What follows belongs to an exercise in optimizing a design on an open flow for small area, a short achievable clock period and few clock cycles; a production flow would make more cautious choices.

==> flow/design.v <==
module serper_unit (
    input  wire        clk,
    input  wire        rst,
    input  wire        in_valid,
    output wire        in_ready,
    input  wire [15:0] in_w,
    input  wire        in_draining,
    input  wire        in_ce,
    input  wire        in_brk,
    input  wire        in_nine,
    input  wire [15:0] in_bit_time,
    input  wire [18:0] in_frame,
    input  wire [31:0] in_now,
    input  wire [31:0] in_done_at,
    input  wire [18:0] in_frozen_rem,
    input  wire [18:0] in_accum,
    output wire        out_valid,
    output wire        out_noop,
    output wire [19:0] out_baud,
    output wire [18:0] out_tx_period,
    output wire [16:0] out_rx_period,
    output wire        out_resc,
    output wire        out_sched,
    output wire [15:0] out_bit_time,
    output wire [18:0] out_frame,
    output wire [31:0] out_time
);
    localparam [1:0] S_IDLE = 2'd0, S_MUL = 2'd1, S_DIV = 2'd2;
    localparam [1:0] E_EMPTY = 2'd0, E_RUN = 2'd1, E_DONE = 2'd2;
    reg  [1:0]  st;          
    reg  [1:0]  eng;         
    reg  [2:0]  cnt;         
    reg         mcnt;        
    reg  [15:0] period;
    reg         period_set;
    reg         vld_q, noop_q, resc_q, nine_q, ce_q, brk_q, qv_q;
    reg  [31:0] now_q;
    reg  [15:0] dvs;
    reg  [16:0] dvs3;        
    reg  [18:0] aq;
    reg  [35:0] xm, xd;
    wire [15:0] m1_in = {1'b0, in_w[14:0]} + 16'd1;
    wire noop = period_set && (in_w == period);
    wire resc = !noop && in_draining && (m1_in != in_bit_time);
    wire [32:0] dd    = {1'b0, in_done_at} - {1'b0, in_now};
    wire [18:0] rem_c = dd[32] ? 19'd0 : dd[18:0];
    wire [18:0] mn_a  = (in_accum < in_frame) ? in_accum : in_frame;
    wire [18:0] opa   = in_ce ? (in_brk ? in_frozen_rem : rem_c) : mn_a;
    assign in_ready = (st == S_IDLE);
    wire acc   = in_valid && in_ready;
    wire a_zero = in_ce ? (in_brk ? (in_frozen_rem == 19'd0)
                                  : (dd[32] || in_done_at[18:0] == in_now[18:0]))
                        : (in_accum == 19'd0 || in_frame == 19'd0);
    wire start = resc && !a_zero;
    wire [15:0] hinit = in_ce ? in_bit_time - 16'd1 : 16'd0;
    wire [14:0] m  = period[14:0];
    wire [15:0] m1 = {1'b0, m} + 16'd1;
    reg [17:0] rate;
    always @(*) begin
        if      (m > 15'd31112) rate = 18'd110;
        else if (m > 15'd11440) rate = 18'd300;
        else if (m > 15'd5729)  rate = 18'd600;
        else if (m > 15'd2864)  rate = 18'd1200;
        else if (m > 15'd1432)  rate = 18'd2400;
        else if (m > 15'd715)   rate = 18'd4800;
        else if (m > 15'd357)   rate = 18'd9600;
        else if (m > 15'd237)   rate = 18'd14400;
        else if (m > 15'd178)   rate = 18'd19200;
        else if (m > 15'd108)   rate = 18'd31400;
        else if (m > 15'd88)    rate = 18'd38400;
        else if (m > 15'd58)    rate = 18'd57600;
        else if (m > 15'd28)    rate = 18'd115200;
        else if (m > 15'd25)    rate = 18'd128000;
        else if (m > 15'd12)    rate = 18'd256000;
        else                    rate = 18'd110;
    end
    assign out_baud = period[15] ? {1'b0, rate, 1'b0} : {2'b00, rate};
    wire [18:0] m8m2 = {1'b0, m, 3'b000} + {3'b000, m, 1'b0};
    assign out_tx_period = m8m2 + {4'd0, period[15] ? m : 15'd0}
                         + (period[15] ? 19'd11 : 19'd10);
    assign out_frame     = m8m2 + {4'd0, nine_q ? m : 15'd0}
                         + (nine_q ? 19'd11 : 19'd10);
    wire rx_big = period[15] ? (m >= 15'd82) : (m >= 15'd90);
    assign out_rx_period = rx_big ? out_tx_period[18:2] : 17'd227;
    assign out_bit_time  = m1;
    assign out_valid = vld_q;
    assign out_noop  = noop_q;
    assign out_resc  = resc_q;
    assign out_sched = resc_q && ce_q && !brk_q;
    wire [31:0] tadd = (ce_q && !brk_q) ? now_q : 32'd0;
    assign out_time  = tadd + {12'd0, qv_q ? xd[19:0] : 20'd0};
    function [2:0] nib(input [15:0] n);
        nib = (n[15:12] != 4'd0) ? 3'd4 :
              (n[11:8]  != 4'd0) ? 3'd3 :
              (n[7:4]   != 4'd0) ? 3'd2 : 3'd1;
    endfunction
    wire [2:0] c4    = nib(m1);
    wire [2:0] c4_in = nib(m1_in);
    wire [2:0] c4_e  = (st == S_MUL) ? c4 : c4_in;
    wire       mlast = mcnt || (c4_e <= 3'd2);
    wire [43:0] msum  = {8'd0, xm}
                      + {9'd0, aq & {19{xm[0]}}, 16'd0}
                      + {8'd0, aq & {19{xm[1]}}, 17'd0}
                      + {7'd0, aq & {19{xm[2]}}, 18'd0}
                      + {6'd0, aq & {19{xm[3]}}, 19'd0}
                      + {5'd0, aq & {19{xm[4]}}, 20'd0}
                      + {4'd0, aq & {19{xm[5]}}, 21'd0}
                      + {3'd0, aq & {19{xm[6]}}, 22'd0}
                      + {2'd0, aq & {19{xm[7]}}, 23'd0};
    wire [35:0] x_mul = (mlast && c4_e[0]) ? msum[39:4] : msum[43:8];
    wire [35:0] xm_load = {4'd0, hinit, m1_in};
    reg  [35:0] x_div;
    reg  [17:0] t, t1, t2, t3;
    reg  [1:0]  qd;
    integer i;
    always @(*) begin
        x_div = xd;
        for (i = 0; i < 2; i = i + 1) begin
            t  = x_div[35:18];
            t1 = t - {2'b00, dvs};
            t2 = t - {1'b0, dvs, 1'b0};
            t3 = t - {1'b0, dvs3};
            qd = !t3[17] ? 2'd3 : !t2[17] ? 2'd2 : !t1[17] ? 2'd1 : 2'd0;
            case (qd)
                2'd3:    x_div = {t3[15:0], x_div[17:0], qd};
                2'd2:    x_div = {t2[15:0], x_div[17:0], qd};
                2'd1:    x_div = {t1[15:0], x_div[17:0], qd};
                default: x_div = {t[15:0],  x_div[17:0], qd};
            endcase
        end
    end
    wire e_load = (eng == E_EMPTY) && in_valid;            
    wire e_step = (eng == E_RUN);
    wire p_ready = (eng == E_DONE) || (e_step && mlast);
    wire go_acc = acc && start && p_ready;
    wire go_mul = (st == S_MUL) && e_step && mlast;
    wire go_div = go_acc || go_mul;
    always @(posedge clk) begin
        if (rst) begin
            st         <= S_IDLE;
            eng        <= E_EMPTY;
            period     <= 16'h0000;
            period_set <= 1'b0;
            vld_q      <= 1'b0;
        end else begin
            vld_q <= 1'b0;
            case (st)
                S_IDLE: if (acc) begin
                    if (!noop) begin
                        period     <= in_w;
                        period_set <= 1'b1;
                    end
                    if (!start)
                        vld_q <= 1'b1;
                    else if (go_acc)
                        st <= S_DIV;
                    else
                        st <= S_MUL;
                end
                S_MUL: if (go_mul)
                    st <= S_DIV;
                default: if (cnt == c4) begin
                    vld_q <= 1'b1;
                    st    <= S_IDLE;
                end
            endcase
            if (go_div || (acc && !start))
                eng <= E_EMPTY;      
            else if (e_load)
                eng <= E_RUN;
            else if (e_step && mlast)
                eng <= E_DONE;
        end
    end
    always @(posedge clk) begin : datapath
        if (st == S_IDLE) begin
            noop_q <= noop;
            resc_q <= resc;
            nine_q <= in_nine;
            ce_q   <= in_ce;
            brk_q  <= in_brk;
            now_q  <= in_now;
            dvs    <= in_bit_time;
            dvs3   <= {1'b0, in_bit_time} + {in_bit_time, 1'b0};
            qv_q   <= start;
        end
        if (e_load) begin
            xm   <= xm_load;
            aq   <= opa;
            mcnt <= 1'b0;
        end else if (e_step) begin
            xm   <= x_mul;
            mcnt <= 1'b1;
        end
        if (go_div) begin
            xd  <= (eng == E_DONE) ? xm : x_mul;
            cnt <= 3'd0;
        end else begin
            xd  <= x_div;
            cnt <= cnt + 3'd1;
        end
    end
endmodule
==> flow/config.mk <==
export PLATFORM = sky130hd
export DESIGN_NAME = serper_unit
export DESIGN_NICKNAME = serper_unit
export VERILOG_FILES = /design/flow/design.v
export SDC_FILE = /design/flow/constraint.sdc
export NUM_CORES = 4
export LEC_CHECK = 0
export CAP_MARGIN = 20
export CORE_MARGIN = 2
export CORE_UTILIZATION = 40
export SETUP_SLACK_MARGIN = 5
export SLEW_MARGIN = 20
==> flow/constraint.sdc <==
create_clock -name core_clock -period 12.0 [get_ports {clk}]
set_input_delay 2.4000 -clock core_clock [delete_from_list [all_inputs] [get_ports {clk}]]
set_output_delay 2.4000 -clock core_clock [all_outputs]
set_load 0.01 [all_outputs]
standard.sh (not shown) runs the stock make flow with config.mk's settings and CLKGATE_MAP_FILE= SYNTH_SCRIPT=/design/flow/synth_recipe.tcl, a recipe that flattens the netlist after the stock synthesis.
==> flow/flow/run.sh <==
#!/bin/bash
# The standard layout, with the port buffers made of the smallest buffer cell
# (buffer_ports otherwise picks sky130_fd_sc_hd__clkdlybuf4s50_1).
set -euo pipefail
export BUFFER_PORTS_ARGS="-buffer_cell sky130_fd_sc_hd__buf_1"
bash standard.sh > standard_make.log 2>&1
Rerun with:
--- a/flow/design.v
+++ b/flow/design.v
@@ -26,9 +26,8 @@
     output wire [31:0] out_time
 );
     localparam [1:0] S_IDLE = 2'd0, S_MUL = 2'd1, S_DIV = 2'd2;
-    localparam [1:0] E_EMPTY = 2'd0, E_RUN = 2'd1, E_DONE = 2'd2;
     reg  [1:0]  st;          
-    reg  [1:0]  eng;         
+    reg         erun;        
     reg  [2:0]  cnt;         
     reg         mcnt;        
     reg  [15:0] period;
@@ -94,9 +93,20 @@
               (n[11:8]  != 4'd0) ? 3'd3 :
               (n[7:4]   != 4'd0) ? 3'd2 : 3'd1;
     endfunction
+    function nopad_f(input [15:0] n, input [2:0] c);
+        case (c)
+            3'd1:    nopad_f = (n <= 16'd1);
+            3'd2:    nopad_f = (n <= 16'd23);
+            3'd3:    nopad_f = (n <= 16'd372);
+            default: nopad_f = (n <= 16'd5957);
+        endcase
+    endfunction
     wire [2:0] c4    = nib(m1);
     wire [2:0] c4_in = nib(m1_in);
+    wire       np    = nopad_f(m1, c4);
+    wire       np_in = nopad_f(m1_in, c4_in);
     wire [2:0] c4_e  = (st == S_MUL) ? c4 : c4_in;
+    wire       np_e  = (st == S_MUL) ? np : np_in;
     wire       mlast = mcnt || (c4_e <= 3'd2);
     wire [43:0] msum  = {8'd0, xm}
                       + {9'd0, aq & {19{xm[0]}}, 16'd0}
@@ -107,7 +117,10 @@
                       + {4'd0, aq & {19{xm[5]}}, 21'd0}
                       + {3'd0, aq & {19{xm[6]}}, 22'd0}
                       + {2'd0, aq & {19{xm[7]}}, 23'd0};
-    wire [35:0] x_mul = (mlast && c4_e[0]) ? msum[39:4] : msum[43:8];
+    wire        sh0   = mlast && c4_e[0] && np_e;
+    wire        sh4   = mlast && (c4_e[0] ^ np_e);
+    wire [35:0] x_sh  = sh0 ? msum[35:0] : sh4 ? msum[39:4] : msum[43:8];
+    wire [35:0] x_mul = {x_sh[35:4], (mlast && np_e) ? 4'd0 : x_sh[3:0]};
     wire [35:0] xm_load = {4'd0, hinit, m1_in};
     reg  [35:0] x_div;
     reg  [17:0] t, t1, t2, t3;
@@ -129,16 +142,16 @@
             endcase
         end
     end
-    wire e_load = (eng == E_EMPTY) && in_valid;            
-    wire e_step = (eng == E_RUN);
-    wire p_ready = (eng == E_DONE) || (e_step && mlast);
-    wire go_acc = acc && start && p_ready;
-    wire go_mul = (st == S_MUL) && e_step && mlast;
+    wire [2:0] steps_in = (c4_in > 3'd2) ? 3'd2 : 3'd1;
+    wire e_start = (st == S_DIV) ? (in_valid && (cnt + steps_in > c4 - {2'd0, np}))
+                                 : (acc && start);
+    wire go_acc = acc && start && erun && mlast;
+    wire go_mul = (st == S_MUL) && mlast;
     wire go_div = go_acc || go_mul;
     always @(posedge clk) begin
         if (rst) begin
             st         <= S_IDLE;
-            eng        <= E_EMPTY;
+            erun       <= 1'b0;
             period     <= 16'h0000;
             period_set <= 1'b0;
             vld_q      <= 1'b0;
@@ -159,17 +172,15 @@
                 end
                 S_MUL: if (go_mul)
                     st <= S_DIV;
-                default: if (cnt == c4) begin
+                default: if (cnt == c4 - {2'd0, np}) begin
                     vld_q <= 1'b1;
                     st    <= S_IDLE;
                 end
             endcase
             if (go_div || (acc && !start))
-                eng <= E_EMPTY;      
-            else if (e_load)
-                eng <= E_RUN;
-            else if (e_step && mlast)
-                eng <= E_DONE;
+                erun <= 1'b0;        
+            else if (!erun && e_start)
+                erun <= 1'b1;
         end
     end
     always @(posedge clk) begin : datapath
@@ -184,16 +195,16 @@
             dvs3   <= {1'b0, in_bit_time} + {in_bit_time, 1'b0};
             qv_q   <= start;
         end
-        if (e_load) begin
+        if (!erun) begin
             xm   <= xm_load;
             aq   <= opa;
             mcnt <= 1'b0;
-        end else if (e_step) begin
+        end else begin
             xm   <= x_mul;
             mcnt <= 1'b1;
         end
         if (go_div) begin
-            xd  <= (eng == E_DONE) ? xm : x_mul;
+            xd  <= x_mul;
             cnt <= 3'd0;
         end else begin
             xd  <= x_div;
=> The new run passed the timing, design-rule and antenna checks; first-iteration DRC count is higher by 12%; register-to-register slack gets worse by 60 ps; utilization stays flat; fmax shrinks by about 0.36%; final cell count came out higher by about 2.4%; global-route usage is higher by 0.29 points; worst setup slack loses 25 ps; design area rises by 2.3%.
No functional check of the RTL was part of any run of this note.

==> what the ideal ports hide <==
No port has a modelled driver above. Below, the same layouts with a new extraction and two added sets of constraints.
Step 1: set_driving_cell puts a clkbuf_16 on clk and a buf_2 on each other input, an assumption about the parent block.
Step 2 adds t to the input delays and takes it off the output delays; t is the mean of the earliest and latest rising clock arrival at the registers after step 1. Input paths then give back, and output paths get back, about the clock's delay inside the block.
Slacks: no drivers / after step 1 / after step 2; pairs: no drivers / after step 1.
run | t (ns) | setup slack, ns | hold WS [ns] | worst setup path at the end | cell pins on the clock port's net
the first run | 0.548 | 5.031 / 4.975 / 5.100 | 0.425 / 0.425 / 0.425 | input to register | 1
the second run | 0.519 | 5.006 / 4.951 / 4.911 | 0.454 / 0.454 / 0.454 | input to register | 1
After both steps every run listed still meets setup and hold. The setup slack of the second run, which loses most, moves by -0.055 ns with the drivers and by -0.095 ns with both steps.
